What follows belongs to an exercise in optimizing a design on an open flow for small area, a short achievable clock period and few clock cycles per item; a production flow would make more cautious choices.
The RTL was checked by simulation tests, not by an equivalence proof against the original design.

// ldsdk_pll
module ldsdk_pll #(
    parameter integer P_TICKS   = 240000,
    parameter integer REF_POINT = 1000,
    parameter integer TC        = 10,
    parameter integer K_CLIP    = 2,
    parameter integer G_LEAD    = 3,
    parameter integer G_CLIP    = 1,
    parameter integer G_INT     = 24,
    parameter integer SCALE     = 5,
    parameter integer TRIM_BITS = 10
) (
    input  wire                 clk,
    input  wire                 rst,
    input  wire                 in_valid,
    output wire                 in_ready,
    input  wire [15:0]          in_fn,
    input  wire [31:0]          in_t,
    input  wire                 in_wait_sync,
    input  wire                 in_sf_valid,
    input  wire [15:0]          in_sf_frame,
    output reg                  done,
    output reg                  start,
    output reg  [TRIM_BITS-1:0] trim_out,
    output reg                  sat,
    output wire [31:0]          phase,
    output wire [31:0]          err,
    output reg  [15:0]          last_fn,
    output wire [31:0]          last_fts,
    output reg                  fault
);
==> flow/config.mk <==
export PLATFORM = sky130hd
export DESIGN_NAME = ldsdk_pll
export DESIGN_NICKNAME = ldsdk_pll
export VERILOG_FILES = /design/flow/design.v
export SDC_FILE = /design/flow/constraint.sdc
export NUM_CORES = 4
export LEC_CHECK = 0
export ABC_AREA = 1
export CAP_MARGIN = 20
export CORE_MARGIN = 2
export CORE_UTILIZATION = 40
export SLEW_MARGIN = 20
==> flow/constraint.sdc <==
create_clock -name core_clock -period 70.0 [get_ports {clk}]
set_input_delay 14.0000 -clock core_clock [delete_from_list [all_inputs] [get_ports {clk}]]
set_output_delay 14.0000 -clock core_clock [all_outputs]
set_load 0.01 [all_outputs]
run.sh (not shown) runs the stock make flow with config.mk's settings and CLKGATE_MAP_FILE= SYNTH_SCRIPT=/design/flow/synth_recipe.tcl, a recipe that flattens the netlist after the stock synthesis.
The baseline ran to the end with no violations.
Testbench counts at the start, summed over its fixed seeds: cycles 3,224, items 3,200.
==> next run, changes <==
--- a/flow/config.mk
+++ b/flow/config.mk
@@ -6,5 +6,4 @@
 export NUM_CORES = 4
 export LEC_CHECK = 0
-export ABC_AREA = 1
 export CAP_MARGIN = 20
 export CORE_MARGIN = 2
=>
- synthesized area came out higher by 10%
- synthesized cell count came out lower by 2.7%
- cell area came out higher by 7.5%
- sequential cell count does not change
- worst setup slack degrades by 2.9 ns
==> next run, changes <==
==> flow/flow/run.sh (new file) <==
#!/bin/bash
bash standard.sh "BUFFER_PORTS_ARGS=-buffer_cell sky130_fd_sc_hd__buf_1" finish > standard_flow.log 2>&1
==> flow/standard.sh (new file) <==
#!/bin/bash
# synth_recipe.tcl (not shown) runs the flow's synth.tcl, then flattens the netlist and writes it again
# the make line also repeats each setting of config.mk as NAME=value (left out here)
make -C /OpenROAD-flow-scripts/flow DESIGN_CONFIG=/design/flow/config.mk WORK_HOME=/design/flow/orfs CLKGATE_MAP_FILE= SYNTH_SCRIPT=/design/flow/synth_recipe.tcl "${@:-finish}"
--- a/flow/config.mk
+++ b/flow/config.mk
@@ -6,4 +6,5 @@
 export NUM_CORES = 4
 export LEC_CHECK = 0
+export ABC_AREA = 1
 export CAP_MARGIN = 20
 export CORE_MARGIN = 2
removed: flow/run.sh
=>
- worst hold slack got worse by 0.0030 ns
- clock skew is higher by 0.013 ns
- synthesized area is lower by 9.5%
- sequential cell count does not change
==> next run, changes <==
==> flow/run.sh (new file) <==
#!/bin/bash
# synth_recipe.tcl (not shown) runs the flow's synth.tcl, then flattens the netlist and writes it again
# the make line also repeats each setting of config.mk as NAME=value (left out here)
make -C /OpenROAD-flow-scripts/flow DESIGN_CONFIG=/design/flow/config.mk WORK_HOME=/design/flow/orfs CLKGATE_MAP_FILE= SYNTH_SCRIPT=/design/flow/synth_recipe.tcl finish
--- a/flow/config.mk
+++ b/flow/config.mk
@@ -10,3 +10,4 @@
 export CORE_MARGIN = 2
 export CORE_UTILIZATION = 40
+export CTS_BUF_LIST = sky130_fd_sc_hd__clkbuf_8
 export SLEW_MARGIN = 20
removed: flow/flow/run.sh
removed: flow/standard.sh
Result:
- worst hold slack gets better by 0.010 ns
- count of clock-buffer cells in the layout rises by 23
- clock skew is about the same
- design area rises by 3.6%
==> next run, changes <==
--- a/flow/config.mk
+++ b/flow/config.mk
@@ -10,4 +10,4 @@
 export CORE_MARGIN = 2
 export CORE_UTILIZATION = 40
-export CTS_BUF_LIST = sky130_fd_sc_hd__clkbuf_8
+export CTS_BUF_LIST = sky130_fd_sc_hd__clkbuf_4
 export SLEW_MARGIN = 20
Result: Setup slack degrades by 0.12 ns. Utilization decreases by 0.13 points. Wire length increases by 0.81%. Hold slack degrades by 0.0073 ns. Via count increases by 1.2%. Design area is about the same. Clock skew increases by 0.039 ns.


ldsdk_pll, a different RTL version from the one above (not shown whole).
Size: ~2400 cells after synthesis, about 370 flip-flops, about 200 I/O pins.
clock: 70.0 ns
lec_check: 0
abc_area: 1
cap_margin: 20
core_margin: 2
core_utilization: 70
cts_cluster_diameter: 60
cts_cluster_size: 24
place_density: 0.85
slew_margin: 20
standard.sh (not shown) runs the stock make flow with config.mk's settings and CLKGATE_MAP_FILE= SYNTH_SCRIPT=/design/flow/synth_recipe.tcl, a recipe that flattens the netlist after the stock synthesis.
==> flow/flow/run.sh <==
#!/bin/bash
# The standard layout (standard.sh) with three changes:
#  - synthesis maps the combinational logic with flow/abc_nf.script, an
#    area-oriented ABC script (&nf with relaxed delay), in place of ORFS's
#    abc_area.script; everything else in synthesis is synth_recipe.tcl as is
#    (synth -nofsm -noshare, flatten, renames; registers untouched by ABC)
#  - the port buffers are sky130_fd_sc_hd__buf_1
#  - after placement, flow/upsize.tcl gives the flip-flops that drive
#    several output ports a stronger drive (dfxtp_4)
# Each ORFS step's full log stays in orfs/logs/; make's output goes to
# standard_place.log and standard_finish.log, the resizing step's to upsize.log.
set -e
here=$(pwd)
{
  echo "proc abc {args} {"
  echo "  set i [lsearch -exact \$args -script]"
  echo "  if {\$i >= 0} { lset args [expr {\$i + 1}] $here/flow/abc_nf.script }"
  echo "  yosys abc {*}\$args"
  echo "}"
  cat synth_recipe.tcl
} > synth_abc_nf.tcl
args=("SYNTH_SCRIPT=$here/synth_abc_nf.tcl" "BUFFER_PORTS_ARGS=-buffer_cell sky130_fd_sc_hd__buf_1")
bash standard.sh "${args[@]}" place > standard_place.log 2>&1
UPSIZE_RESULTS=$here/orfs/results/sky130hd/ldsdk_pll/base openroad -no_init -exit flow/upsize.tcl > upsize.log 2>&1
bash standard.sh "${args[@]}" finish > standard_finish.log 2>&1
==> flow/flow/abc_nf.script <==
strash
&get -n
&fraig -x
&put
dc2
strash
&get -n
&dch -f
&nf -R 1000 -p
&put
buffer -c
topo
stime -c
upsize -c
dnsize -c
==> flow/flow/upsize.tcl <==
# Between placement and CTS: a flip-flop whose output drives several output
# ports (the sign bits of phase and err are repeated over their upper bits)
# gets a stronger drive, sky130_fd_sc_hd__dfxtp_4 in place of dfxtp_1.
set R $::env(UPSIZE_RESULTS)
read_db $R/3_place.odb
read_liberty $::env(FLOW_HOME)/platforms/sky130hd/lib/sky130_fd_sc_hd__tt_025C_1v80.lib
set block [ord::get_db_block]
set n 0
foreach inst [$block getInsts] {
  if {[[$inst getMaster] getName] ne "sky130_fd_sc_hd__dfxtp_1"} { continue }
  set net [[$inst findITerm Q] getNet]
  if {$net eq "NULL"} { continue }
  set nout 0
  foreach it [$net getITerms] {
    if {[string match "output*" [[$it getInst] getName]]} { incr nout }
  }
  if {$nout > 2} {
    replace_cell [$inst getName] sky130_fd_sc_hd__dfxtp_4
    puts "upsized [$inst getName]: drives $nout output buffers"
    incr n
  }
}
puts "upsized $n flip-flops"
detailed_placement
check_placement
write_db $R/3_place.odb
The starting point completed with no timing, DRC or antenna violations.
Testbench counts at the start, summed over its fixed seeds: cycles 3,224, items 3,200.
Change:
--- a/flow/flow/run.sh
+++ b/flow/flow/run.sh
@@ -2,7 +2,9 @@
 # The standard layout (standard.sh) with three changes:
 #  - synthesis maps the combinational logic with flow/abc_nf.script, an
-#    area-oriented ABC script (&nf with relaxed delay), in place of ORFS's
+#    area-oriented ABC script (&nf, delay relaxed by 20%), in place of ORFS's
 #    abc_area.script; everything else in synthesis is synth_recipe.tcl as is
-#    (synth -nofsm -noshare, flatten, renames; registers untouched by ABC)
+#    (synth -nofsm -noshare, flatten, renames; registers untouched by ABC);
+#    ADDER_MAP_FILE is left empty, so the adders are not extracted into
+#    fa/ha cells first but mapped by ABC with the rest of the logic
 #  - the port buffers are sky130_fd_sc_hd__buf_1
 #  - after placement, flow/upsize.tcl gives the flip-flops that drive
@@ -20,5 +22,5 @@
   cat synth_recipe.tcl
 } > synth_abc_nf.tcl
-args=("SYNTH_SCRIPT=$here/synth_abc_nf.tcl" "BUFFER_PORTS_ARGS=-buffer_cell sky130_fd_sc_hd__buf_1")
+args=("SYNTH_SCRIPT=$here/synth_abc_nf.tcl" "ADDER_MAP_FILE=" "BUFFER_PORTS_ARGS=-buffer_cell sky130_fd_sc_hd__buf_1")
 bash standard.sh "${args[@]}" place > standard_place.log 2>&1
 UPSIZE_RESULTS=$here/orfs/results/sky130hd/ldsdk_pll/base openroad -no_init -exit flow/upsize.tcl > upsize.log 2>&1
==> flow/flow/abc_nf.script (replaced) <==
strash
&get -n
&fraig -x
&put
dc2
strash
&get -n
&dch -f
&nf -R 20 -p
&put
buffer -c
topo
stime -c
upsize -c
dnsize -c
- CTS_CLUSTER_DIAMETER: 60 -> 80
- CTS_CLUSTER_SIZE: 24 -> 18
First-iteration DRC count went up by 13%.
Final area falls by 4.4%.
Clock-buffer cell count rises by 4.
Die area falls by 3.6%.
Via count is higher by 7.1%.
Synthesized cell count is higher by 5.7%.
Non-clock buffer count goes up by 4.
Global-route usage decreases by 0.29 points.
Worst setup slack loses 0.25 ns.
Change:
==> flow/flow/run.sh (replaced) <==
#!/bin/bash
# The standard layout (standard.sh) with two changes:
#  - synthesis maps the combinational logic with flow/abc_nf.script, an
#    area-oriented ABC script (&nf with relaxed delay), in place of ORFS's
#    abc_area.script; everything else in synthesis is synth_recipe.tcl as is
#    (synth -nofsm -noshare, flatten, renames; registers untouched by ABC)
#  - the port buffers are sky130_fd_sc_hd__buf_1
# Each tool's full output stays in orfs/logs/; make's output goes to
# standard_flow.log.
set -e
here=$(pwd)
{
  echo "proc abc {args} {"
  echo "  set i [lsearch -exact \$args -script]"
  echo "  if {\$i >= 0} { lset args [expr {\$i + 1}] $here/flow/abc_nf.script }"
  echo "  yosys abc {*}\$args"
  echo "}"
  cat synth_recipe.tcl
} > synth_abc_nf.tcl
bash standard.sh "SYNTH_SCRIPT=$here/synth_abc_nf.tcl" \
  "BUFFER_PORTS_ARGS=-buffer_cell sky130_fd_sc_hd__buf_1" finish > standard_flow.log 2>&1
==> flow/flow/abc_nf.script (replaced) <==
strash
&get -n
&fraig -x
&put
dc2
strash
&get -n
&dch -f
&nf -R 1000 -p
&put
buffer -c
topo
stime -c
upsize -c
dnsize -c
removed: flow/flow/upsize.tcl
Effect: Non-clock buffer count shrinks by 3. Cell area grows by 3.6%. Utilization grows by 0.12 points. Worst setup slack improved by 0.031 ns. Clock skew barely changes. Final cell count shrinks by 4.0%. Routed wire length shrinks by 1.0%. Die area grows by 3.7%. Sequential cell count does not change. Global-route usage shrinks by 0.48 points.

static timing again, ports no longer ideal:
No port has a modelled driver above. Below, the same layouts with a new extraction and two added sets of constraints. Step 1 sets driving cells, clkbuf_16 on the clock port and buf_2 on the other inputs (assumed; they add their load-dependent delay and slew). Step 2 moves the port delays by t, midway between the first and last clock arrival at a register: inputs arrive t later, outputs are due t later. That takes back most of the time a late clock gives input paths. Slacks: ideal / step 1 / step 2; pairs: ideal / step 1.
| run | shift t [ns] | setup slack, ns | hold slack, ns | slew at the worst register clock pin (ns) | pins driven straight from the clock port |
|---|---|---|---|---|---|
| the first run of note 1 | 0.617 | 54.158 / 54.099 / 53.720 | 0.325 / 0.325 / 0.325 | 0.07 / 0.07 | 1 |
| the second run of note 1 | 0.622 | 51.221 / 51.221 / 51.221 | 0.317 / 0.317 / 0.317 | 0.06 / 0.06 | 1 |
| the third run of note 1 | 0.618 | 54.257 / 54.294 / 53.676 | 0.314 / 0.314 / 0.314 | 0.07 / 0.07 | 1 |
| the fourth run of note 1 | 0.722 | 54.058 / 54.005 / 53.733 | 0.324 / 0.324 / 0.324 | 0.07 / 0.07 | 1 |
| the fifth run of note 1 | 0.852 | 53.936 / 53.881 / 53.704 | 0.317 / 0.317 / 0.317 | 0.08 / 0.08 | 1 |
| the first run of note 2 | 0.623 | 54.784 / 54.731 / 54.297 | 0.332 / 0.332 / 0.332 | 0.09 / 0.09 | 1 |
| the second run of note 2 | 0.611 | 54.537 / 54.568 / 53.957 | 0.327 / 0.327 / 0.327 | 0.09 / 0.09 | 1 |
| the third run of note 2 | 0.611 | 54.568 / 54.512 / 54.271 | 0.329 / 0.329 / 0.329 | 0.09 / 0.09 | 1 |
After both steps every run listed still meets setup and hold. For the third run of note 1, which loses most, drivers alone change the setup slack by +0.037 ns; drivers and shift together by -0.581 ns.
